What follows belongs to an exercise in optimizing a design on an open flow for small area, a short achievable clock period and few clock cycles; a production flow would make more cautious choices.
Function was checked by simulation only, so behaviour that the tests miss may differ from the original.
No activity file was given, so power comes from the tool's default toggle rates.

## flow/flow/run.sh

```bash
#!/bin/bash
# The standard layout (standard.sh, all steps), with these changes to how the
# layout is made:
#  - the buffers that ORFS puts on every input and output port are
#    sky130_fd_sc_hd__buf_2 instead of the platform's default delay buffer;
#  - the pin placer keeps rst, cmd_valid and cmd_ready together, since
#    cmd_ready is a short function of rst;
#  - clock tree synthesis uses clkbuf_8 buffers on small sink clusters and
#    inserts no dummy loads.
# The whole flow's output is kept in flow_standard.log in the work folder;
# ORFS's per-step logs are under orfs/logs.
set -euo pipefail
export BUFFER_PORTS_ARGS="-buffer_cell sky130_fd_sc_hd__buf_2"
export PLACE_PINS_ARGS="-group_pins {rst cmd_ready cmd_valid}"
export CTS_ARGS="-sink_clustering_enable -repair_clock_nets -dont_use_dummy_load -buf_list sky130_fd_sc_hd__clkbuf_8 -sink_clustering_size 16 -sink_clustering_max_diameter 45"
bash standard.sh > flow_standard.log 2>&1
```

## flow/standard.sh

```bash
#!/bin/bash
# synth_recipe.tcl (not shown) runs the flow's synth.tcl, then flattens the netlist and writes it again
# the make line also repeats each setting of config.mk as NAME=value (left out here)
make -C /OpenROAD-flow-scripts/flow DESIGN_CONFIG=/design/flow/config.mk WORK_HOME=/design/flow/orfs CLKGATE_MAP_FILE= SYNTH_SCRIPT=/design/flow/synth_recipe.tcl "${@:-finish}"
```

## flow/config.mk

```make
export PLATFORM = sky130hd
export DESIGN_NAME = wordstuf_core
export DESIGN_NICKNAME = wordstuf_core
export VERILOG_FILES = /design/flow/design.v
export SDC_FILE = /design/flow/constraint.sdc
export NUM_CORES = 4
export LEC_CHECK = 0
export CAP_MARGIN = 20
export CORE_MARGIN = 2
export CORE_UTILIZATION = 70
export SLEW_MARGIN = 20
```

## flow/constraint.sdc

```tcl
create_clock -name core_clock -period 12.0 [get_ports {clk}]
set_input_delay 2.4000 -clock core_clock [delete_from_list [all_inputs] [get_ports {clk}]]
set_output_delay 2.4000 -clock core_clock [all_outputs]
set_load 0.01 [all_outputs]
```

## flow/design.v

```verilog
module wordstuf_core (
    input  wire        clk,
    input  wire        rst,
    input  wire        cmd_valid,
    output wire        cmd_ready,
    input  wire [39:0] cmd,
    output reg         rsp_valid,
    output reg         rsp_err,
    output reg         rsp_flag,
    output reg  [31:0] rsp_value
);
    localparam [31:0] MARKER_WORD = 32'hCAFEB8DA;
    localparam [7:0]  MK0 = 8'hDA, MK1 = 8'hB8, MK2 = 8'hFE, MK3 = 8'hCA;
    localparam [7:0] OP_ENC_OFFSET = 8'h01;
    localparam [7:0] OP_DEC_OFFSET = 8'h02;
    localparam [7:0] OP_SCAN_SETW  = 8'h10;
    localparam [7:0] OP_SCAN_GETW  = 8'h11;
    localparam [7:0] OP_SCAN_START = 8'h12;
    localparam [7:0] OP_SCAN_BYTE  = 8'h13;
    localparam [7:0] OP_DEC_INIT   = 8'h20;
    localparam [7:0] OP_DEC_INGEST = 8'h21;
    localparam [7:0] OP_DEC_STATUS = 8'h22;
    localparam [7:0] OP_DEC_LAST   = 8'h23;
    localparam [7:0] OP_ENC_FRAME  = 8'h30;
    localparam [7:0] OP_DST_WRITE  = 8'h40;
    localparam [7:0] OP_DST_READ   = 8'h41;
    localparam [7:0] OP_ENC_WRITE  = 8'h50;
    localparam [7:0] OP_ENC_READ   = 8'h51;
    localparam [2:0] ST_PARSING        = 3'd0;
    localparam [2:0] ST_DST_OVERRUN    = 3'd1;
    localparam [2:0] ST_OFFSET_TOO_BIG = 3'd2;
    localparam [2:0] ST_OFFSET_ODD     = 3'd4;
    function [7:0] mk_lane(input [1:0] k, input [1:0] a);
        case (k - a)
            2'd0: mk_lane = MK0;
            2'd1: mk_lane = MK1;
            2'd2: mk_lane = MK2;
            default: mk_lane = MK3;
        endcase
    endfunction
    function [15:0] quad_rows(input [5:0] a);
        integer q;
        reg [3:0] r1;
        begin
            r1 = a[5:2] + 4'd1;
            for (q = 0; q < 4; q = q + 1)
                quad_rows[q*4 +: 4] = (q < a[1:0]) ? r1 : a[5:2];
        end
    endfunction
    reg        v_q;
    reg        f_scan;            
    reg        p_v;               
    reg        f_last;            
    reg        f_wr;              
    reg        f_wd;              
    reg        busy;              
    wire hold = v_q & busy;
    assign cmd_ready = !rst & !hold;
    wire [7:0]  in_op  = cmd[39:32];
    wire [31:0] in_arg = cmd[31:0];
    reg in_legal;
    always @(*) begin
        case (in_op)
            OP_ENC_OFFSET, OP_DEC_OFFSET, OP_SCAN_SETW:
                in_legal = 1'b1;
            OP_SCAN_GETW, OP_SCAN_START, OP_DEC_STATUS, OP_DEC_LAST:
                in_legal = (in_arg == 32'd0);
            OP_SCAN_BYTE, OP_DEC_INGEST:
                in_legal = (in_arg[31:8] == 24'd0);
            OP_DEC_INIT:
                in_legal = (in_arg[31:7] == 25'd0) && (in_arg[6:0] >= 7'd8) && (in_arg[6:0] <= 7'd64);
            OP_ENC_FRAME:
                in_legal = (in_arg[31:6] == 26'd0) && (in_arg[5:0] <= 6'd56);
            OP_DST_WRITE, OP_ENC_WRITE:
                in_legal = (in_arg[31:14] == 18'd0);
            OP_DST_READ, OP_ENC_READ:
                in_legal = (in_arg[31:14] == 18'd0) && (in_arg[7:0] == 8'd0);
            default:
                in_legal = 1'b0;
        endcase
    end
    reg [31:0] arg;
    reg        legal;
    reg        is_enc_offset, is_dec_offset, is_scan_setw, is_scan_getw, is_scan_start,
               is_scan_byte, is_dec_init, is_ingest, is_dec_status, is_dec_last,
               is_enc_frame, is_dst_write, is_dst_read, is_enc_write, is_enc_read;
    always @(posedge clk) begin
        if (!hold) begin
            arg           <= in_arg;
            legal         <= in_legal;
            is_enc_offset <= (in_op == OP_ENC_OFFSET);
            is_dec_offset <= (in_op == OP_DEC_OFFSET);
            is_scan_setw  <= (in_op == OP_SCAN_SETW);
            is_scan_getw  <= (in_op == OP_SCAN_GETW);
            is_scan_start <= (in_op == OP_SCAN_START);
            is_scan_byte  <= (in_op == OP_SCAN_BYTE);
            is_dec_init   <= (in_op == OP_DEC_INIT);
            is_ingest     <= (in_op == OP_DEC_INGEST);
            is_dec_status <= (in_op == OP_DEC_STATUS);
            is_dec_last   <= (in_op == OP_DEC_LAST);
            is_enc_frame  <= (in_op == OP_ENC_FRAME);
            is_dst_write  <= (in_op == OP_DST_WRITE);
            is_dst_read   <= (in_op == OP_DST_READ);
            is_enc_write  <= (in_op == OP_ENC_WRITE);
            is_enc_read   <= (in_op == OP_ENC_READ);
        end
    end
    always @(posedge clk) begin
        if (rst) v_q <= 1'b0;
        else if (!hold) v_q <= cmd_valid;
    end
    wire [7:0]  in_b   = arg[7:0];
    wire [5:0]  idx    = arg[13:8];
    wire        exec   = v_q & !busy;
    wire        ok     = exec & legal;
    reg [7:0]  dst [0:63];
    reg [7:0]  enc [0:63];
    reg [31:0] scn_w;
    reg [31:0] scn_p;
    reg        dec_ovr;           
    reg [2:0]  dec_last;
    reg [6:0]  dec_cur;
    reg [7:0]  dec_m11;           
    reg [1:0]  dec_k;             
    reg [6:0]  dec_cap;
    reg [5:0]  walk_n;            
    reg [6:0]  walk_t;            
    reg [6:0]  wf_b0;             
    reg        wf_big;            
    reg        wf_huge;           
    reg [5:0]  enc_len;
    reg [3:0]  enc_row;           
    reg [6:0]  enc_rem;           
    reg [23:0] enc_carry;         
    reg [3:0]  p_hitv;            
    reg        p_last;            
    reg [5:0]  enc_dist;          
    reg [5:0]  enc_slot;          
    reg  [15:0] dst_rrows;
    reg  [3:0]  enc_rrow;
    wire [15:0] walk_rows = quad_rows(walk_n);
    wire [7:0]  dst_lane [0:3];
    wire [7:0]  enc_lane [0:3];
    genvar gk, gm;
    generate
        for (gk = 0; gk < 4; gk = gk + 1) begin : g_rd
            wire [3:0] dr = dst_rrows[gk*4 +: 4];
            assign dst_lane[gk] = dst[{dr, gk[1:0]}];
            assign enc_lane[gk] = enc[{enc_rrow, gk[1:0]}];
        end
    endgenerate
    wire dec_complete = (dec_k == 2'd3) && (in_b == MK3);
    wire [1:0] dec_k_next = (in_b == MK0) ? 2'd1 :
                            (in_b == MK1 && dec_k == 2'd1) ? 2'd2 :
                            (in_b == MK2 && dec_k == 2'd2) ? 2'd3 : 2'd0;
    wire dec_room = (dec_cur < dec_cap);
    wire [7:0] h0 = dst[0], h1 = dst[1], h2 = dst[2], h3 = dst[3];
    wire       h_big  = (h1 != 8'd0) || (h2 != 8'd0) || (h3[6:0] != 7'd0);
    wire [6:0] h_t    = dec_cur - 7'd7;              
    wire       h_c0   = (dec_cur == 7'd3);
    wire       h_odd0 = (dec_cur < 7'd7);            
    wire       h_end  = !h_big && (h0[6:0] == h_t);
    wire       h_odd  = h_big || ({1'b0, h0[6:0]} + 8'd4 > {1'b0, h_t});
    wire [5:0] h_n    = h0[5:0] + 6'd4;
    wire       h_walk = dec_complete && !dec_ovr && !h3[7] && !h_big &&
                        !dec_m11[7] && (h0[6:0] <= dec_m11[6:0]);
    wire [1:0] wa = walk_n[1:0];
    reg  [7:0] f0;
    reg        f_big, f_huge;
    integer k;
    always @(*) begin
        f0 = 8'd0; f_big = 1'b0; f_huge = 1'b0;
        for (k = 0; k < 4; k = k + 1) begin
            if (k[1:0] == wa)        f0 = dst_lane[k];
            if (k[1:0] == wa + 2'd1) f_big = f_big | (dst_lane[k] != 8'd0);
            if (k[1:0] == wa + 2'd2) f_big = f_big | (dst_lane[k] != 8'd0);
            if (k[1:0] == wa + 2'd3) begin
                f_big  = f_big | (dst_lane[k][6:0] != 7'd0);
                f_huge = dst_lane[k][7];
            end
        end
    end
    wire       w_end  = !wf_big && (wf_b0 == walk_t);
    wire       w_odd  = wf_big || ({1'b0, wf_b0} + 8'd4 > {1'b0, walk_t});
    wire       w_stop = wf_huge || w_end || w_odd;
    wire [5:0] w_n    = walk_n + wf_b0[5:0] + 6'd4;
    wire [6:0] w_t    = walk_t - wf_b0 - 7'd4;
    wire [55:0] ewin = {enc_lane[3], enc_lane[2], enc_lane[1], enc_lane[0], enc_carry};
    reg  [3:0]  e_hitv;
    integer j;
    always @(*) begin
        for (j = 0; j < 4; j = j + 1)
            e_hitv[j] = (ewin[j*8 +: 32] == MARKER_WORD) && !enc_rem[6] && (enc_rem[5:0] >= j[5:0]);
    end
    wire       e_last = enc_rem[6] || (enc_rem[5:0] <= 6'd3);
    wire       p_hit  = |p_hitv;
    wire [1:0] p_j    = p_hitv[1] ? 2'd1 : p_hitv[2] ? 2'd2 : p_hitv[3] ? 2'd3 : 2'd0;
    wire       p_done = p_v && p_last && !p_hit;      
    wire       enc_link_now = f_last || (p_v && (p_hit || p_last));
    wire [5:0] link_d = (p_v && p_hit) ? (enc_dist + {4'd0, p_j}) : (enc_len - enc_slot);
    reg  [15:0] dst_wrows, enc_wrows;
    reg  [3:0]  dst_wlanes, enc_wlanes;
    reg         dst_we, enc_we;
    reg  [7:0]  dst_wd [0:3];
    reg  [7:0]  enc_wd [0:3];
    always @(*) begin
        for (k = 0; k < 4; k = k + 1) dst_wd[k] = in_b;
        if (f_wd) begin
            dst_wrows  = walk_rows;
            dst_wlanes = 4'b1111;
            for (k = 0; k < 4; k = k + 1) dst_wd[k] = mk_lane(k[1:0], walk_n[1:0]);
            dst_we     = !wf_huge;
        end else if (is_dst_write) begin
            dst_wrows  = {4{idx[5:2]}};
            dst_wlanes = 4'b0001 << idx[1:0];
            dst_we     = ok;
        end else begin
            dst_wrows  = {4{dec_cur[5:2]}};
            dst_wlanes = 4'b0001 << dec_cur[1:0];
            dst_we     = ok && is_ingest && !dec_complete && !dec_ovr && dec_room;
        end
        for (k = 0; k < 4; k = k + 1) enc_wd[k] = in_b;
        if (busy) begin
            enc_wrows  = quad_rows(enc_slot);
            enc_wlanes = 4'b1111;
            for (k = 0; k < 4; k = k + 1)
                enc_wd[k] = (k[1:0] == enc_slot[1:0]) ? {2'b0, link_d} : 8'd0;
            enc_we     = enc_link_now;
        end else if (is_enc_frame) begin
            enc_wrows  = quad_rows(arg[5:0] + 6'd4);
            enc_wlanes = 4'b1111;
            for (k = 0; k < 4; k = k + 1) enc_wd[k] = mk_lane(k[1:0], arg[1:0]);
            enc_we     = ok;
        end else begin
            enc_wrows  = {4{idx[5:2]}};
            enc_wlanes = 4'b0001 << idx[1:0];
            enc_we     = ok && is_enc_write;
        end
    end
    generate
        for (gk = 0; gk < 4; gk = gk + 1) begin : g_wr
            for (gm = 0; gm < 16; gm = gm + 1) begin : g_row
                wire d_sel = dst_wlanes[gk] && (dst_wrows[gk*4 +: 4] == gm);
                wire e_sel = enc_wlanes[gk] && (enc_wrows[gk*4 +: 4] == gm);
                always @(posedge clk) begin
                    if (d_sel && dst_we) dst[gm*4+gk] <= dst_wd[gk];
                    if (e_sel && enc_we) enc[gm*4+gk] <= enc_wd[gk];
                end
            end
        end
    endgenerate
    wire [31:0] scn_w_next = {in_b, scn_w[31:8]};
    wire [31:0] scn_p_next = scn_p + 32'd1;
    reg        r_valid, r_err, r_flag;
    reg [31:0] r_value;
    always @(*) begin
        r_valid = 1'b0; r_err = 1'b0; r_flag = 1'b0; r_value = 32'd0;
        if (exec) begin
            r_valid = 1'b1;
            if (!legal) r_err = 1'b1;
            else begin
                if (is_enc_offset) r_value = {arg[30:7], 1'b0, arg[6:0]};
                if (is_dec_offset) begin
                    r_flag  = arg[31];
                    r_value = {1'b0, arg[31:8], arg[6:0]};
                end
                if (is_scan_getw) r_value = scn_w;
                if (is_scan_byte) begin
                    r_flag  = (scn_w_next == MARKER_WORD);
                    r_value = scn_p_next;
                end
                if (is_ingest) begin
                    if (h_walk)
                        r_valid = 1'b0;              
                    else if (dec_complete && !dec_ovr && !h_c0 && !h_odd0 && !h3[7] && h_end) begin
                        r_flag  = 1'b1;
                        r_value = {25'd0, h_t};
                    end
                end
                if (is_dec_status) r_value = {31'd0, dec_ovr};
                if (is_dec_last)   r_value = {29'd0, dec_last};
                if (is_enc_frame)  r_valid = 1'b0;   
                if (is_dst_read)   r_value = {24'd0, dst_lane[idx[1:0]]};
                if (is_enc_read)   r_value = {24'd0, enc_lane[idx[1:0]]};
            end
        end
        if (f_wd && w_stop) begin
            r_valid = 1'b1;
            if (!wf_huge && w_end) begin
                r_flag  = 1'b1;
                r_value = {25'd0, dec_cur - 7'd7};
            end
        end
        if (f_last || p_done) begin
            r_valid = 1'b1;
            r_value = {26'd0, enc_len} + 32'd8;
        end
    end
    always @(posedge clk) begin
        rsp_err   <= r_err;
        rsp_flag  <= r_flag;
        rsp_value <= r_value;
        if (rst) rsp_valid <= 1'b0;
        else     rsp_valid <= r_valid;
    end
    wire start_walk = ok && is_ingest && h_walk;
    wire start_scan = ok && is_enc_frame && (arg[5:0] != 6'd0);
    wire start_last = ok && is_enc_frame && (arg[5:0] == 6'd0);
    wire f_scan_n   = (f_scan && !e_last) || start_scan;
    wire p_v_n      = f_scan;
    wire f_last_n   = start_last || (p_v && p_last && p_hit);
    wire f_wr_n     = start_walk || (f_wd && !w_stop);
    wire f_wd_n     = f_wr;
    always @(posedge clk) begin
        if (rst) begin
            f_scan <= 1'b0;
            p_v    <= 1'b0;
            f_last <= 1'b0;
            f_wr   <= 1'b0;
            f_wd   <= 1'b0;
            busy   <= 1'b0;
        end else begin
            f_scan <= f_scan_n;
            p_v    <= p_v_n;
            f_last <= f_last_n;
            f_wr   <= f_wr_n;
            f_wd   <= f_wd_n;
            busy   <= f_scan_n || p_v_n || f_last_n || f_wr_n || f_wd_n;
        end
    end
    wire [31:0] arg_n     = (v_q && busy) ? arg : in_arg;
    wire [5:0]  walk_n_n  = !busy ? h_n : f_wd ? w_n : walk_n;
    wire [3:0]  enc_row_n = !busy ? 4'd1 : f_scan ? enc_row + 4'd1 : enc_row;
    always @(posedge clk) begin
        dst_rrows <= f_wr_n ? quad_rows(walk_n_n) : {4{arg_n[13:10]}};
        enc_rrow  <= f_scan_n ? enc_row_n : arg_n[13:10];
    end
    reg rst_q;
    always @(posedge clk) rst_q <= rst;
    always @(posedge clk) begin
        if (rst_q) begin
            scn_w    <= 32'd0;
            scn_p    <= 32'd0;
            dec_ovr  <= 1'b0;
            dec_last <= ST_PARSING;
            dec_cur  <= 7'd0;
            dec_m11  <= -8'sd11;
            dec_k    <= 2'd0;
            dec_cap  <= 7'd64;
        end else begin
            if (ok) begin
                if (is_scan_setw)  scn_w <= arg;
                if (is_scan_start) scn_p <= 32'd0;
                if (is_scan_byte) begin
                    scn_w <= scn_w_next;
                    scn_p <= scn_p_next;
                end
                if (is_dec_init) begin
                    dec_cap  <= arg[6:0];
                    dec_ovr  <= 1'b0;
                    dec_cur  <= 7'd0;
                    dec_m11  <= -8'sd11;
                    dec_k    <= 2'd0;
                    dec_last <= ST_PARSING;
                end
                if (is_ingest) begin
                    if (!dec_complete) begin
                        dec_k <= dec_k_next;
                        if (!dec_ovr) begin
                            if (dec_room) begin
                                dec_cur <= dec_cur + 7'd1;
                                dec_m11 <= dec_m11 + 8'd1;
                            end
                            else          dec_ovr <= 1'b1;
                        end
                    end else begin
                        dec_k   <= 2'd0;
                        dec_ovr <= 1'b0;
                        if (!h_walk) begin
                            dec_cur <= 7'd0;
                            dec_m11 <= -8'sd11;
                        end
                        if (dec_ovr)
                            dec_last <= ST_DST_OVERRUN;
                        else if (h_c0)
                            ;                            
                        else if (h_odd0)
                            dec_last <= ST_OFFSET_ODD;
                        else if (h3[7])
                            dec_last <= ST_OFFSET_TOO_BIG;
                        else if (h_end)
                            dec_last <= ST_PARSING;
                        else if (h_odd)
                            dec_last <= ST_OFFSET_ODD;
                    end
                end
            end
            if (f_wd && w_stop) begin
                dec_cur  <= 7'd0;
                dec_m11  <= -8'sd11;
                dec_last <= wf_huge ? ST_OFFSET_TOO_BIG : w_end ? ST_PARSING : ST_OFFSET_ODD;
            end
        end
    end
    always @(posedge clk) begin
        wf_b0   <= f0[6:0];
        wf_big  <= f_big;
        wf_huge <= f_huge;
        p_hitv  <= e_hitv;
        p_last  <= e_last;
        if (!busy) begin
            walk_n    <= h_n;
            walk_t    <= h_t - {1'b0, h0[6:0]} - 7'd4;
            enc_len   <= arg[5:0];
            enc_row   <= 4'd1;
            enc_rem   <= {1'b0, arg[5:0]} - 7'd1;
            enc_carry <= 24'd0;
            enc_dist  <= 6'd61;                  
            enc_slot  <= 6'd0;
        end else begin
            if (f_wd) begin
                walk_n    <= w_n;
                walk_t    <= w_t;
            end
            if (f_scan) begin
                enc_row   <= enc_row + 4'd1;
                enc_rem   <= enc_rem - 7'd4;
                enc_carry <= ewin[55:32];
            end
            if (p_v) begin
                if (p_hit) begin
                    enc_slot <= {enc_row, 2'b00} - 6'd7 + {4'd0, p_j};
                    enc_dist <= 6'd0 - {4'd0, p_j};
                end else begin
                    enc_dist <= enc_dist + 6'd4;
                end
            end
        end
    end
endmodule
```

==> results_dict.tcl, run 1 <==
set metrics [dict create \
    firstDrtPassIters 9 \
    met1_length_mm 66.3 \
    ioPinCount 79 \
    synth_xor_area_share_pct 1.77 \
    cts_buffers 137 \
    top_layer "met5" \
    drc 0 \
    die_h_um 295 \
    portBuffers 78 \
    crit_path_end_kind "output port" \
    r2r_cells 10 \
    synth_top_area_share_pct 55.2 \
    crit_type "in -> out" \
    wl_mm 177 \
    initialDrtViolationCount 6867 \
    p_leak_uw 0.0209 \
    synth_fa_ha_area_share_pct 2.38 \
    tritoncts "yes" \
    hold_path_class "reg -> reg" \
    yosysSeqAreaShare_pct 62.5 \
    start_kind "input pin" \
    gp_congestion 0.971 \
    wl_met3_mm 27.0 \
    cts_resized 0 \
    synth_common_cells "1092 x edfxtp_1, 515 x nor2_1, 298 x nand2_1" \
    n_fill_cell 5626 \
    fin_skew_ps 101 \
    holdPathStages 1 \
    nNetsFinal 5036 \
    min_period_over_period_pct 43.6 \
    drt.antenna.violating_nets 0 \
    finalHoldViolCount 0 \
    post-cts-setup-buffers 0 \
    synth_most_common_cell "edfxtp_1" \
    slew_headroom_pct 15.9 \
    slew_viol_final 0 \
    ir_worst_vdd_v 0.000152 \
    grt_usage_pct 40.5 \
    fin_crit_ps 5230 \
    antenna_found_initial 5 \
    coreArea_um2 83800 \
    placed_area_um2 61000 \
    die-width_um 295 \
    setup_violations 0 \
    start_util_pct 70.8 \
    synth-compound-area-share_pct 13.5 \
    p_per_area_nw_per_um2 127 \
    grt_pass1_vias 40000 \
    htreeDepth 4 \
    postSynthNetCount 5000 \
    critical_path_peak_fanout 10 \
    pre_cts_slack_ps 6760 \
    yosys.area.top_type "edfxtp_1" \
    std_cell_rows 106 \
    max-clock-path-buffers 3 \
    dieArea_um2 87200 \
    synthSimpleGateAreaFrac_pct 11.6 \
    outcome "complete, no violations" \
    via_count 42900 \
    synth_area_um2 59400 \
    cts_sinks 1307 \
    drv_cap 0 \
    synth_warnings 5 \
    met2_length_mm 76.1 \
    finalPower_uw 8000 \
    synth_area_leaders "edfxtp_1 55%, dfxtp_1 7.2%, nor2_1 3.3%, mux2i_1 3.3%, ha_1 2.2%" \
    rsz0062_at_grt "no" \
    tightest_slew_ps 1260 \
    synth.area.mux_share_pct 5.55 \
    max_freq_mhz 191 \
    gr-total-overflow 0 \
    grt_pass1_wl_mm 258 \
    fin_setup_tns_ps 0 \
    clockRootBuffer "clkbuf_8" \
    clkTransAtPathRegs_ps 60 \
    areaGrowthSynthToFinish_pct 6.05 \
    syn_avg_cell_area_um2 12.3 \
    hpwl_mm 119 \
    crit_arrival_ps 2830 \
    synth_ff_type "edfxtp_1" \
    synthCells 4847 \
    synth_edf_count 1092 \
    cts_hold_buf 0 \
    ys_ff_latch 1307 \
    synth_top_family_by_area "compound AO/OA/AOI/OAI gates" \
    fin_area_um2 63000 \
    finalWorstSetupSlack_ps 6770 \
    grt_max_degree 83 \
    vias_per_cell 7.12 \
    synthArstFlopShare_pct 0 \
    insertion_delay_ps 880 \
    drive_gt1_share_pct 10.7 \
    wl_per_cell_um 29.3 \
    worst-endpoint-required_ps 9600 \
    yosysUniqueCellTypes 90 \
]
## through the flow
step	hold slack, ps	instances	util (%)
2_1_floorplan	424	4847	-
3_3_place_gp	445	5872	72.7
3_5_place_dp	453	5877	72.8
4_1_cts	456	6014	75.1
5_1_grt	476	6017	75.1
6_report	457	6019	75.1
## flip-flops by register name (all words and copies together) (netlist names), 8 cells and up
signal / cells
enc: 512
arg: 32
scn_w: 32
dst_rrows: 16
dec_m11: 8
scn_p: 32
dst: 512
rsp_value: 32
enc_carry: 24
## routing by layer
layer | GRT usage, % | vias up
met3 | 12.7 | 507
met2 | 58.5 | 3354
met5 | 0.831 | -
li1 | - | 18400
met1 | 58.0 | 20600
met4 | 15.1 | 10
## path summary, 6_finish.rpt
kind,start,to,slack [ps]
setup / recovery,rst,cmd_ready,6770
hold / removal,f_wr$_SDFF_PP0_,f_wd$_SDFF_PP0_,460
setup reg to reg,enc_rrow[1]$_DFF_P_,p_hitv[3]$_DFF_P_,7150
hold reg to reg,f_wr$_SDFF_PP0_,f_wd$_SDFF_PP0_,460
## area by class of cell
class / instances / area (um2) / area share (%)
clock buffers: 137 / 1890 / 2.99
multi-input cells: 3131 / 20900 / 33.2
flip-flops and latches: 1307 / 37100 / 58.9
inverters: 118 / 443 / 0.703
diodes: 4 / 10.0 / 0.0159
repair buffers: 188 / 1220 / 1.93
well taps: 1134 / 1420 / 2.25
## worst max-delay path, stage by stage
cell and delay (ps):
buf_2 160, a21oi_1 120, buf_2 140
## power breakdown
group / switching (uW) / internal, uW / leakage (uW)
registers: 27.3 / 4920 / 0.0117
logic: 441 / 177 / 0.00818
clock network: 1420 / 1010 / 0.000985
total: 1890 / 6110 / 0.0209
## cell families (layout without fill, tap and decap cells)
kind of cell	after synthesis	count (layout)
AO/OA/AOI/OAI	1177	1177
XOR/XNOR	120	120
adder cells (fa/ha/maj)	110	110
buffers and inverters	409	443
flip-flops	1307	1307
multiplexers	294	294
other	0	4
AND/OR/NAND/NOR	1430	1430
## cells in the final DEF, fill, tap and decap left out, types with 76 or more instances in the layout
| cell | count |
|---|---|
| o21ai_0 | 160 |
| a21oi_1 | 251 |
| ha_1 | 105 |
| nand2_1 | 295 |
| a211oi_1 | 119 |
| clkbuf_8 | 137 |
| mux2i_1 | 193 |
| mux2_2 | 76 |
| buf_2 | 79 |
| a22oi_1 | 123 |
| edfxtp_1 | 1092 |
| dfxtp_1 | 204 |
| inv_1 | 107 |
| nor2_1 | 503 |
| buf_4 | 108 |
| nand3_1 | 130 |
| nor2b_1 | 83 |
Testbench counts, summed over its fixed seeds: cycles 47,848.
==> run 2, diff against run 1 <==
--- a/flow/design.v
+++ b/flow/design.v
@@ -124,17 +124,14 @@
     reg [1:0]  dec_k;             
     reg [6:0]  dec_cap;
     reg [5:0]  walk_n;            
-    reg [6:0]  walk_t;            
     reg [6:0]  wf_b0;             
     reg        wf_big;            
     reg        wf_huge;           
     reg [5:0]  enc_len;
     reg [3:0]  enc_row;           
-    reg [6:0]  enc_rem;           
     reg [23:0] enc_carry;         
     reg [3:0]  p_hitv;            
     reg        p_last;            
-    reg [5:0]  enc_dist;          
     reg [5:0]  enc_slot;          
     reg  [15:0] dst_rrows;
     reg  [3:0]  enc_rrow;
@@ -180,24 +177,26 @@
             end
         end
     end
+    wire [6:0] walk_t = dec_cur - 7'd7 - {1'b0, walk_n};    
     wire       w_end  = !wf_big && (wf_b0 == walk_t);
     wire       w_odd  = wf_big || ({1'b0, wf_b0} + 8'd4 > {1'b0, walk_t});
     wire       w_stop = wf_huge || w_end || w_odd;
     wire [5:0] w_n    = walk_n + wf_b0[5:0] + 6'd4;
-    wire [6:0] w_t    = walk_t - wf_b0 - 7'd4;
     wire [55:0] ewin = {enc_lane[3], enc_lane[2], enc_lane[1], enc_lane[0], enc_carry};
     reg  [3:0]  e_hitv;
     integer j;
     always @(*) begin
         for (j = 0; j < 4; j = j + 1)
-            e_hitv[j] = (ewin[j*8 +: 32] == MARKER_WORD) && !enc_rem[6] && (enc_rem[5:0] >= j[5:0]);
+            e_hitv[j] = (ewin[j*8 +: 32] == MARKER_WORD) &&
+                        ({1'b0, enc_row, 2'b00} + j[6:0] <= {1'b0, enc_len} + 7'd3);
     end
-    wire       e_last = enc_rem[6] || (enc_rem[5:0] <= 6'd3);
+    wire       e_last = ({enc_row, 2'b00} >= enc_len);
     wire       p_hit  = |p_hitv;
     wire [1:0] p_j    = p_hitv[1] ? 2'd1 : p_hitv[2] ? 2'd2 : p_hitv[3] ? 2'd3 : 2'd0;
     wire       p_done = p_v && p_last && !p_hit;      
     wire       enc_link_now = f_last || (p_v && (p_hit || p_last));
-    wire [5:0] link_d = (p_v && p_hit) ? (enc_dist + {4'd0, p_j}) : (enc_len - enc_slot);
+    wire [5:0] link_d = (p_v && p_hit) ? ({enc_row, 2'b00} - 6'd11 + {4'd0, p_j} - enc_slot)
+                                       : (enc_len - enc_slot);
     reg  [15:0] dst_wrows, enc_wrows;
     reg  [3:0]  dst_wlanes, enc_wlanes;
     reg         dst_we, enc_we;
@@ -410,30 +409,20 @@
         p_last  <= e_last;
         if (!busy) begin
             walk_n    <= h_n;
-            walk_t    <= h_t - {1'b0, h0[6:0]} - 7'd4;
             enc_len   <= arg[5:0];
             enc_row   <= 4'd1;
-            enc_rem   <= {1'b0, arg[5:0]} - 7'd1;
             enc_carry <= 24'd0;
-            enc_dist  <= 6'd61;                  
             enc_slot  <= 6'd0;
         end else begin
             if (f_wd) begin
                 walk_n    <= w_n;
-                walk_t    <= w_t;
             end
             if (f_scan) begin
                 enc_row   <= enc_row + 4'd1;
-                enc_rem   <= enc_rem - 7'd4;
                 enc_carry <= ewin[55:32];
             end
             if (p_v) begin
-                if (p_hit) begin
-                    enc_slot <= {enc_row, 2'b00} - 6'd7 + {4'd0, p_j};
-                    enc_dist <= 6'd0 - {4'd0, p_j};
-                end else begin
-                    enc_dist <= enc_dist + 6'd4;
-                end
+                if (p_hit) enc_slot <= {enc_row, 2'b00} - 6'd7 + {4'd0, p_j};
             end
         end
     end
==> run 2 against run 1 <==
Net effect: register-to-register slack got worse by 90 ps; critical path depth is the same; worst setup slack got worse by 24 ps; design area is 1.8% lower; critical endpoint unchanged.
==> results_dict.tcl, run 2 <==
set metrics [dict create \
    outcome "complete, no violations" \
    yosys.area.top_type "edfxtp_1" \
    rsz0062_at_grt "no" \
    crit_top_cell "buf_2" \
    hold_path_class "reg -> reg" \
    synth_most_common_cell "edfxtp_1" \
    cts_hold_buf 0 \
    insertion_delay_ps 850 \
    clkTransAtPathRegs_ps 50 \
    crit_path_max_incr_delay_ps 180 \
    grt_usage_pct 40.9 \
    std_cell_rows 106 \
    hpwl_mm 120 \
    die_h_um 293 \
    gr-total-overflow 0 \
    die-width_um 293 \
    synthArstFlopShare_pct 0 \
    p_int_uw 6020 \
    portBuffers 78 \
    path_cells "buf_2 -> a21oi_1 -> buf_2" \
    synth_common_cells "1078 x edfxtp_1, 469 x nor2_1, 284 x nand2_1" \
    drive_gt1_share_pct 10.8 \
    drc 0 \
    via_count 42100 \
    setup_violations 0 \
    syn_avg_cell_area_um2 12.4 \
    areaGrowthSynthToFinish_pct 5.57 \
    worst-endpoint-required_ps 9600 \
    slew_headroom_pct 11.9 \
    start_util_pct 70.4 \
    ir_worst_vdd_v 0.000132 \
    tightest_slew_ps 1310 \
    drt.antenna.violating_nets 0 \
    r2r_cells 11 \
    htreeDepth 4 \
    nNetsFinal 4886 \
    slew_viol_final 0 \
    p_leak_uw 0.0203 \
    synth_area_leaders "edfxtp_1 55%, dfxtp_1 7.1%, nor2_1 3.0%, mux2i_1 2.6%, ha_1 2.2%" \
    synth_top_area_share_pct 55.2 \
    reg_top3 "dst: 512 flops, enc: 512 flops" \
    r2r_slack_ps 7060 \
    fin_skew_ps 151 \
    post-cts-setup-buffers 0 \
    ys_ff_latch 1287 \
    initialDrtViolationCount 6874 \
    cts_resized 0 \
    critical_path_peak_fanout 10 \
    antenna_found_initial 6 \
    synth_area_um2 58600 \
    synth_warnings 5 \
    final_cell_mix "1078 x edfxtp_1, 457 x nor2_1, 283 x nand2_1" \
    wl_per_cell_um 30.5 \
    fin_setup_tns_ps 0 \
    start_kind "input pin" \
    final_common_cell "edfxtp_1" \
    p_per_area_nw_per_um2 127 \
    swShare_pct 23.5 \
    synth_ff_type "edfxtp_1" \
    crit_path_end_kind "output port" \
    timing.rr.end "rsp_value[2]$_DFF_P_" \
    grt_pass1_wl_mm 257 \
    grt_pass1_vias 39100 \
    wl_mm 178 \
    p_sw_uw 1840 \
    postSynthNetCount 4867 \
    vias_per_cell 7.24 \
    min-delay-start "dec_cap[5]$_SDFFE_PP0P_" \
    tritoncts "yes" \
    coreArea_um2 83300 \
    cts_buffers 136 \
    holdPathStages 2 \
    ioPinCount 79 \
    yosysUniqueCellTypes 107 \
    startpoint "rst" \
    min_period_over_period_pct 43.8 \
    firstDrtPassIters 6 \
    pwr-share-seq_pct 62.0 \
    yosysSeqAreaShare_pct 62.4 \
    fin_cells 5815 \
    clockRootBuffer "clkbuf_8" \
    crit_type "in -> out" \
    grt_max_degree 78 \
    rr_startpoint "arg[0]$_DFFE_PN_" \
    cp_slowest_cell "buf_2" \
    crit_arrival_ps 2860 \
    p_comb_share_pct 7.4 \
    synth_edf_count 1078 \
    clockPowerShare_pct 30.6 \
    min_to "dec_cap[5]$_SDFFE_PP0P_" \
    fin_crit_ps 5260 \
    cts_sinks 1287 \
    max-clock-path-buffers 3 \
    gp_congestion 0.981 \
    dieArea_um2 86000 \
    max_freq_mhz 190 \
    synthCells 4716 \
    drv_cap 0 \
    placedCellCount 5676 \
    finalHoldViolCount 0 \
]
-- run 2: cell count changes after synthesis, moves of 17 or more --
cell      delta
a211oi_1    -21
a211oi_2    +21
a21oi_1     -43
a22o_1      +17
a22oi_1     +30
a32oi_1     +21
inv_1       +19
mux2i_1     -43
nor2_1      -46
-- run 2: final cells by class --
type,count,area (um2)
antenna,2,5.00
inverter,136,510
multi-input combinational,3001,20500
tap,1080,1350
fill,5601,21400
clock buffer,136,1870
timing repair buffer,173,1100
sequential,1287,36600
-- run 2: stage by stage --
step	area, um2	worst slack [ps]	total power [uW]	util, %	hold slack (ps)
CTS	61800	6740	7820	74.2	458
floorplan	58600	6820	5290	-	424
global route	61900	6720	8020	74.3	475
detailed placement	59900	6740	5520	71.9	451
global placement	59900	6740	5520	71.9	445
finish	61900	6740	7860	74.3	465
-- run 2: kinds of logic after synthesis --
kind of cell	synth area share (%)
buffers and inverters	3.07
adder cells (fa/ha/maj)	2.36
AO/OA/AOI/OAI	14.5
flip-flops	62.4
AND/OR/NAND/NOR	11.3
XOR/XNOR	1.78
multiplexers	4.56
-- run 2: worst max-delay path, delay by kind of cell --
kind | cells | cell delay, ps
buffers and inverters | 2 | 330
AOI/OAI and AO/OA | 1 | 130
-- run 2: metal layers --
layer	vias up	part of all wire [%]	global-route usage (%)
li1	18000	-	-
met1	20300	37	57.3
met2	3248	45	62.0
met3	509	13	9.31
met4	0	5.0	18.0
met5	-	0	0
-- run 2: power by group through the flow --
stage,sequential (uW),clock (uW),combinational [uW]
final,4880,2400,579
after global routing,4880,2550,596
after CTS,4870,2400,552
after detailed placement,4970,0,550
after global placement,4970,0,543
after floorplan,4960,0,331
-- run 2: how the worst max path moves through the flow --
stage	end	slack [ps]	depth (start not counted)
6_report	cmd_ready	6740	3
5_1_grt	cmd_ready	6720	3
4_1_cts	cmd_ready	6740	3
3_5_place_dp	cmd_ready	6740	3
3_3_place_gp	cmd_ready	6740	3
2_1_floorplan	cmd_ready	6820	2
Testbench counts of run 2, summed over its fixed seeds: cycles 47,848.
==> run 3, diff against run 2 <==
--- a/flow/design.v
+++ b/flow/design.v
@@ -120,7 +120,6 @@
     reg        dec_ovr;           
     reg [2:0]  dec_last;
     reg [6:0]  dec_cur;
-    reg [7:0]  dec_m11;           
     reg [1:0]  dec_k;             
     reg [6:0]  dec_cap;
     reg [5:0]  walk_n;            
@@ -159,8 +158,7 @@
     wire       h_end  = !h_big && (h0[6:0] == h_t);
     wire       h_odd  = h_big || ({1'b0, h0[6:0]} + 8'd4 > {1'b0, h_t});
     wire [5:0] h_n    = h0[5:0] + 6'd4;
-    wire       h_walk = dec_complete && !dec_ovr && !h3[7] && !h_big &&
-                        !dec_m11[7] && (h0[6:0] <= dec_m11[6:0]);
+    wire       h_walk = dec_complete && !dec_ovr && !h_c0 && !h_odd0 && !h3[7] && !h_end && !h_odd;
     wire [1:0] wa = walk_n[1:0];
     reg  [7:0] f0;
     reg        f_big, f_huge;
@@ -343,7 +341,6 @@
             dec_ovr  <= 1'b0;
             dec_last <= ST_PARSING;
             dec_cur  <= 7'd0;
-            dec_m11  <= -8'sd11;
             dec_k    <= 2'd0;
             dec_cap  <= 7'd64;
         end else begin
@@ -358,7 +355,6 @@
                     dec_cap  <= arg[6:0];
                     dec_ovr  <= 1'b0;
                     dec_cur  <= 7'd0;
-                    dec_m11  <= -8'sd11;
                     dec_k    <= 2'd0;
                     dec_last <= ST_PARSING;
                 end
@@ -366,19 +362,13 @@
                     if (!dec_complete) begin
                         dec_k <= dec_k_next;
                         if (!dec_ovr) begin
-                            if (dec_room) begin
-                                dec_cur <= dec_cur + 7'd1;
-                                dec_m11 <= dec_m11 + 8'd1;
-                            end
+                            if (dec_room) dec_cur <= dec_cur + 7'd1;
                             else          dec_ovr <= 1'b1;
                         end
                     end else begin
                         dec_k   <= 2'd0;
                         dec_ovr <= 1'b0;
-                        if (!h_walk) begin
-                            dec_cur <= 7'd0;
-                            dec_m11 <= -8'sd11;
-                        end
+                        if (!h_walk) dec_cur <= 7'd0;
                         if (dec_ovr)
                             dec_last <= ST_DST_OVERRUN;
                         else if (h_c0)
@@ -396,7 +386,6 @@
             end
             if (f_wd && w_stop) begin
                 dec_cur  <= 7'd0;
-                dec_m11  <= -8'sd11;
                 dec_last <= wf_huge ? ST_OFFSET_TOO_BIG : w_end ? ST_PARSING : ST_OFFSET_ODD;
             end
         end
==> run 3 against run 2 <==
Net effect: worst hold slack worse by 14 ps; synthesized cell count down 1.8%; still clean on timing, DRC and antenna; clock power about the same; clock skew is 66 ps lower.
==> results_dict.tcl, run 3 <==
set metrics [dict create \
    start_kind "register" \
    final_common_cell "edfxtp_1" \
    synthCells 4632 \
    fin_crit_ps 5400 \
    outcome "complete, no violations" \
    synth_warnings 5 \
    path_cells "ha_1 -> xor2_1 -> ha_1 -> a211oi_1 -> o21bai_1 -> a21oi_1 -> xor2_1 -> ha_1 -> nand3_1 -> a21oi_1 -> o32a_1 -> a311oi_1 -> nand2_1 -> a2bb2o_1 -> mux2i_1" \
    synth_xor_area_share_pct 1.83 \
    max_freq_mhz 185 \
    r2r_slack_ps 6600 \
    r2r_cells 15 \
    p_per_area_nw_per_um2 126 \
    gp_congestion 0.974 \
    clockRootBuffer "clkbuf_8" \
    cts_buffers 135 \
    nNetsFinal 4843 \
    min_period_over_period_pct 45.0 \
    slew_headroom_pct 17.0 \
    placed_area_um2 60000 \
    initialDrtViolationCount 6063 \
    drc 0 \
    start_util_pct 70.7 \
    drt.antenna.violating_nets 0 \
    rsz0062_at_grt "no" \
    vias_per_cell 7.15 \
    yosysSeqAreaShare_pct 62.7 \
    postSynthNetCount 4775 \
    dieArea_um2 85300 \
    critical_path_peak_fanout 18 \
    synthArstFlopShare_pct 0 \
    crit_top_cell "ha_1" \
    crit_type "reg -> reg" \
    clkTransAtPathRegs_ps 80 \
    max-clock-path-buffers 3 \
    grt_pass1_vias 38800 \
    fin_setup_tns_ps 0 \
    grt_max_degree 68 \
    n_fill_cell 5328 \
    cp_slowest_cell "a2bb2o_1" \
    std_cell_rows 105 \
    die-width_um 292 \
    p_leak_uw 0.0205 \
    synth_fa_ha_area_share_pct 2.21 \
    wl_mm 171 \
    crit_arrival_ps 6080 \
    synth_most_common_cell "edfxtp_1" \
    ys_ff_latch 1279 \
    synth_area_um2 58100 \
    post-cts-setup-buffers 0 \
    setup_violations 0 \
    yosysUniqueCellTypes 96 \
    antenna_found_initial 3 \
    synth_ff_type "edfxtp_1" \
    die_h_um 292 \
    crit_path_end_kind "register" \
    synth_top_area_share_pct 55.7 \
    insertion_delay_ps 850 \
    hold_path_class "reg -> reg" \
    synth.area.mux_share_pct 5.00 \
    htreeDepth 4 \
    synth_edf_count 1078 \
    worst-endpoint-required_ps 12680 \
    fin_area_um2 62000 \
    synth_common_cells "1078 x edfxtp_1, 417 x nor2_1, 281 x nand2_1" \
    final_cell_mix "1078 x edfxtp_1, 412 x nor2_1, 280 x nand2_1" \
    crit_path_max_incr_delay_ps 1060 \
    syn_avg_cell_area_um2 12.5 \
    cts_resized 0 \
    gr-total-overflow 0 \
    slew_viol_final 0 \
    reg_top3 "dst: 512 flops, enc: 512 flops" \
    grt_usage_pct 39.7 \
    areaGrowthSynthToFinish_pct 6.69 \
    cts_sinks 1279 \
    min-delay-start "f_wr$_SDFF_PP0_" \
    portBuffers 78 \
    synth-compound-area-share_pct 13.6 \
    firstDrtPassIters 8 \
    cts_hold_buf 0 \
    via_count 41300 \
    hpwl_mm 114 \
    synthSimpleGateAreaFrac_pct 11.8 \
    synth_top_family_by_area "compound AO/OA/AOI/OAI gates" \
    drive_gt1_share_pct 12.4 \
    yosys.area.top_type "edfxtp_1" \
    drv_cap 0 \
    tightest_slew_ps 1240 \
    synth_area_leaders "edfxtp_1 56%, dfxtp_1 6.9%, mux2i_1 2.8%, nor2_1 2.7%, a22oi_1 2.1%" \
    grt_pass1_wl_mm 249 \
    ioPinCount 79 \
    min_to "f_wd$_SDFF_PP0_" \
    finalHoldViolCount 0 \
    timing.rr.end "dst_rrows[12]$_DFF_P_" \
    fin_skew_ps 85.5 \
    ir_worst_vdd_v 0.000132 \
    coreArea_um2 82100 \
    rr_startpoint "dec_cur[0]$_SDFFE_PP0P_" \
    tritoncts "yes" \
    holdPathStages 1 \
    wl_per_cell_um 29.6 \
]
[run 3: layer usage]
layer / vias to the layer above / part of all wire [%] / global-route usage, %
li1: 17900 / - / -
met5: - / 0.0076 / 0
met4: 2 / 6.5 / 22.6
met1: 19900 / 37 / 53.7
met2: 2896 / 46 / 61.5
met3: 594 / 11 / 6.85
[run 3: cell families (layout without fill, tap and decap cells)]
kind of cell             Yosys count  after routing
XOR/XNOR                         115            115
AND/OR/NAND/NOR                 1358           1358
AO/OA/AOI/OAI                   1111           1111
multiplexers                     254            254
adder cells (fa/ha/maj)          100            100
flip-flops                      1279           1279
other                              0              2
buffers and inverters            415            481
[run 3: worst max-delay path: cells and delay by family (launching register included)]
family | cells | cell delay [ps]
XOR/XNOR | 2 | 670
AND/OR/NAND/NOR | 2 | 270
multiplexers | 1 | 260
flip-flops | 1 | 530
adder cells (fa/ha/maj) | 3 | 1030
AO/OA/AOI/OAI | 7 | 2520
[run 3: power breakdown]
group | leakage (uW) | switching (uW) | internal, uW
clock | 0.000971 | 1380 | 999
combinational | 0.00812 | 414 | 170
sequential | 0.0114 | 23.6 | 4820
total | 0.0205 | 1820 | 5990
[run 3: area by class of cell]
cell class / count / area, um2 / area share (%)
tap: 1070 / 1340 / 2.16
multi-input combinational: 2938 / 20400 / 32.9
clock buffer: 135 / 1860 / 3.00
antenna: 2 / 5.00 / 0.00808
sequential: 1279 / 36400 / 58.8
inverter: 123 / 462 / 0.745
timing repair buffer: 223 / 1480 / 2.38
[run 3: stage by stage]
stage	setup slack [ps]	std cells	hold slack [ps]	total power (uW)	utilization, %
2_1_floorplan	6820	4632	424	5260	-
3_3_place_gp	6750	5628	443	5490	73.0
3_5_place_dp	6640	5630	448	5500	73.1
4_1_cts	6650	5765	451	7780	75.4
5_1_grt	6310	5770	454	7970	75.5
6_report	6600	5770	450	7810	75.5
[run 3: worst max-delay path by stage]
stage / start / end / slack (ps) / depth (start not counted)
3_5_place_dp: dec_cur[0]$_SDFFE_PP0P_ / dst_rrows[13]$_DFF_P_ / 6640 / 15
6_report: dec_cur[0]$_SDFFE_PP0P_ / dst_rrows[12]$_DFF_P_ / 6600 / 15
4_1_cts: dec_cur[0]$_SDFFE_PP0P_ / dst_rrows[12]$_DFF_P_ / 6650 / 15
2_1_floorplan: rst / cmd_ready / 6820 / 2
5_1_grt: dec_cur[0]$_SDFFE_PP0P_ / dst_rrows[15]$_DFF_P_ / 6310 / 15
3_3_place_gp: rst / cmd_ready / 6750 / 3
Testbench counts of run 3, summed over its fixed seeds: cycles 47,848.
==> run 4, diff against run 3 <==
--- a/flow/config.mk
+++ b/flow/config.mk
@@ -5,7 +5,7 @@
 export SDC_FILE = /design/flow/constraint.sdc
 export NUM_CORES = 4
 export LEC_CHECK = 0
-export CAP_MARGIN = 20
+export CAP_MARGIN = 10
 export CORE_MARGIN = 2
 export CORE_UTILIZATION = 70
-export SLEW_MARGIN = 20
+export SLEW_MARGIN = 10
==> run 4 against run 3 <==
Net effect: critical endpoint is now dst_rrows[13]$_DFF_P_; via count is 0.35% lower; highest routed layer unchanged; critical path depth stayed put; worst hold slack better by 4.6 ps; largest cell class unchanged; synthesized area stayed put; critical path type unchanged.
==> results_dict.tcl, run 4 <==
set metrics [dict create \
    min-delay-start "dec_cap[4]$_SDFFE_PP0P_" \
    tightest_slew_ps 1320 \
    fin_skew_ps 87.0 \
    areaGrowthSynthToFinish_pct 6.53 \
    drt.antenna.violating_nets 0 \
    holdPathStages 2 \
    htreeDepth 4 \
    wl_mm 170 \
    crit_top_cell "ha_1" \
    post-cts-setup-buffers 0 \
    slew_viol_final 0 \
    synthArstFlopShare_pct 0 \
    grt_pass1_wl_mm 248 \
    worst-endpoint-required_ps 12700 \
    synthCells 4632 \
    clkTransAtPathRegs_ps 50 \
    final_util_pct 75.3 \
    coreArea_um2 82100 \
    outcome "complete, no violations" \
    rsz0062_at_grt "no" \
    timing.rr.end "dst_rrows[13]$_DFF_P_" \
    start_util_pct 70.7 \
    postSynthNetCount 4775 \
    drv_cap 0 \
    yosysSeqAreaShare_pct 62.7 \
    p_per_area_nw_per_um2 126 \
    start_kind "register" \
    slew_headroom_pct 12.0 \
    crit_type "reg -> reg" \
    final_cell_mix "1078 x edfxtp_1, 414 x nor2_1, 280 x nand2_1" \
    gr-total-overflow 0 \
    critical_path_peak_fanout 18 \
    wl_per_cell_um 29.5 \
    hold_path_class "reg -> reg" \
    setup_violations 0 \
    clockRootBuffer "clkbuf_8" \
    crit_arrival_ps 6100 \
    grt_usage_pct 39.7 \
    drc 0 \
    finalHoldViolCount 0 \
    path_cells "ha_1 -> xor2_1 -> ha_1 -> a211oi_1 -> o21bai_1 -> a21oi_1 -> xor2_1 -> ha_1 -> nand3_1 -> a21oi_1 -> o32a_1 -> a311oi_1 -> nand2_1 -> a2bb2o_1 -> mux2i_1" \
    grt_max_degree 68 \
    max_freq_mhz 185 \
    initialDrtViolationCount 6085 \
    hpwl_mm 114 \
    cts_buffers 135 \
    crit_path_max_incr_delay_ps 1050 \
    portBuffers 78 \
    startpoint "dec_cur[0]$_SDFFE_PP0P_" \
    die-width_um 292 \
    std_cell_rows 105 \
    tritoncts "yes" \
    synth_warnings 5 \
    gp_congestion 0.974 \
    yosys.area.top_type "edfxtp_1" \
    synth_top_area_share_pct 55.7 \
    cts_resized 0 \
    fin_crit_ps 5400 \
    p_leak_uw 0.0205 \
    reg_top3 "dst: 512 flops, enc: 512 flops" \
    die_h_um 292 \
    cts_hold_buf 0 \
    min_period_over_period_pct 45.0 \
    grt_pass1_vias 38500 \
    ioPinCount 79 \
    ir_worst_vdd_v 0.000127 \
    syn_avg_cell_area_um2 12.5 \
    synth_most_common_cell "edfxtp_1" \
    crit_path_end_kind "register" \
    r2r_slack_ps 6600 \
    vias_per_cell 7.13 \
    min_to "dec_cap[4]$_SDFFE_PP0P_" \
    max-clock-path-buffers 3 \
    via_count 41100 \
    insertion_delay_ps 870 \
    yosysUniqueCellTypes 96 \
    r2r_cells 15 \
    synth_area_um2 58100 \
    rr_startpoint "dec_cur[0]$_SDFFE_PP0P_" \
    fin_setup_tns_ps 0 \
    synth_edf_count 1078 \
    dieArea_um2 85300 \
    synth_ff_type "edfxtp_1" \
    final_common_cell "edfxtp_1" \
    antenna_found_initial 3 \
    ys_ff_latch 1279 \
    synth_area_leaders "edfxtp_1 56%, dfxtp_1 6.9%, mux2i_1 2.8%, nor2_1 2.7%, a22oi_1 2.1%" \
    nNetsFinal 4842 \
    firstDrtPassIters 9 \
    cts_sinks 1279 \
    cp_slowest_cell "a2bb2o_1" \
    drive_gt1_share_pct 12.1 \
    synth_common_cells "1078 x edfxtp_1, 417 x nor2_1, 281 x nand2_1" \
]
[run 4: cell counts after synthesis]
Identical to the previous run, type by type.
[run 4: through the flow]
step	total power, uW	hold WS, ps	std cells	worst slack [ps]	cell area, um2
after floorplan	5260	424	4632	6820	58100
after global placement	5490	443	5628	6750	59900
after detailed placement	5500	448	5628	6620	60000
after CTS	7790	458	5763	6580	61800
after global routing	7970	483	5768	6280	61900
final	7810	455	5768	6600	61900
[run 4: routing by layer]
layer	routed length, um	vias to the layer above	GRT usage [%]
met5	13	-	0
met4	10900	2	21.8
met3	19200	588	7.28
met2	77900	2877	61.5
met1	62200	19800	53.7
li1	-	17900	-
[run 4: critical path: cells and delay by family (launching register included)]
kind	cells	cell delay (ps)
XOR/XNOR	2	660
AND/OR/NAND/NOR	2	250
flip-flops	1	530
adder cells (fa/ha/maj)	3	1040
multiplexers	1	280
AO/OA/AOI/OAI	7	2540
[run 4: worst max path at each step]
| stage | to | cells after the start |
|---|---|---|
| 2_1_floorplan | cmd_ready | 2 |
| 3_3_place_gp | cmd_ready | 3 |
| 3_5_place_dp | dst_rrows[13]$_DFF_P_ | 15 |
| 4_1_cts | dst_rrows[13]$_DFF_P_ | 15 |
| 5_1_grt | dst_rrows[12]$_DFF_P_ | 15 |
| 6_report | dst_rrows[13]$_DFF_P_ | 15 |
[run 4: where the power goes]
| part | internal (uW) | switching (uW) |
|---|---|---|
| Combinational | 170 | 413 |
| Sequential | 4820 | 23.6 |
| Clock | 999 | 1390 |
[run 4: final cells by class]
class,count,area [um2]
diodes,1,2.50
clock buffers,135,1860
fillers,5389,20200
inverters,123,462
multi-input cells,2938,20300
flip-flops and latches,1279,36400
well taps,1070,1340
repair buffers,222,1470
[run 4: kinds of logic (layout without fill, tap and decap cells)]
kind of cell,Yosys count,count (layout),share of synthesized area [%]
AND/OR/NAND/NOR,1358,1358,11.8
flip-flops,1279,1279,62.7
AO/OA/AOI/OAI,1111,1111,13.6
buffers and inverters,415,480,2.92
multiplexers,254,254,5.00
XOR/XNOR,115,115,1.83
adder cells (fa/ha/maj),100,100,2.21
other,0,1,0

==> re-timing with driven ports <==
The results above use ideal ports. As a check the final layouts listed here were re-extracted and re-timed, cells and wires unchanged. Step 1 sets driving cells, clkbuf_16 on the clock port and buf_2 on the other inputs (assumed; they add their load-dependent delay and slew). Step 2 moves the port delays by t, midway between the first and last clock arrival at a register: inputs arrive t later, outputs are due t later. That takes back most of the time a late clock gives input paths. Three values: ideal, step 1, step 2; two values: the first two.
run | shift t [ns] | setup slack, ns | hold slack, ns
run 1 | 0.892 | 6.768 / 6.750 / 6.750 | 0.457 / 0.457 / 0.457
run 2 | 0.848 | 6.743 / 6.726 / 6.726 | 0.465 / 0.465 / 0.465
run 3 | 0.881 | 6.604 / 6.604 / 6.604 | 0.450 / 0.450 / 0.450
run 4 | 0.895 | 6.603 / 6.603 / 6.603 | 0.455 / 0.455 / 0.455
After both steps every run listed still meets setup and hold. The setup slack of run 1, which loses most, moves by -0.018 ns with the drivers and by -0.018 ns with both steps.
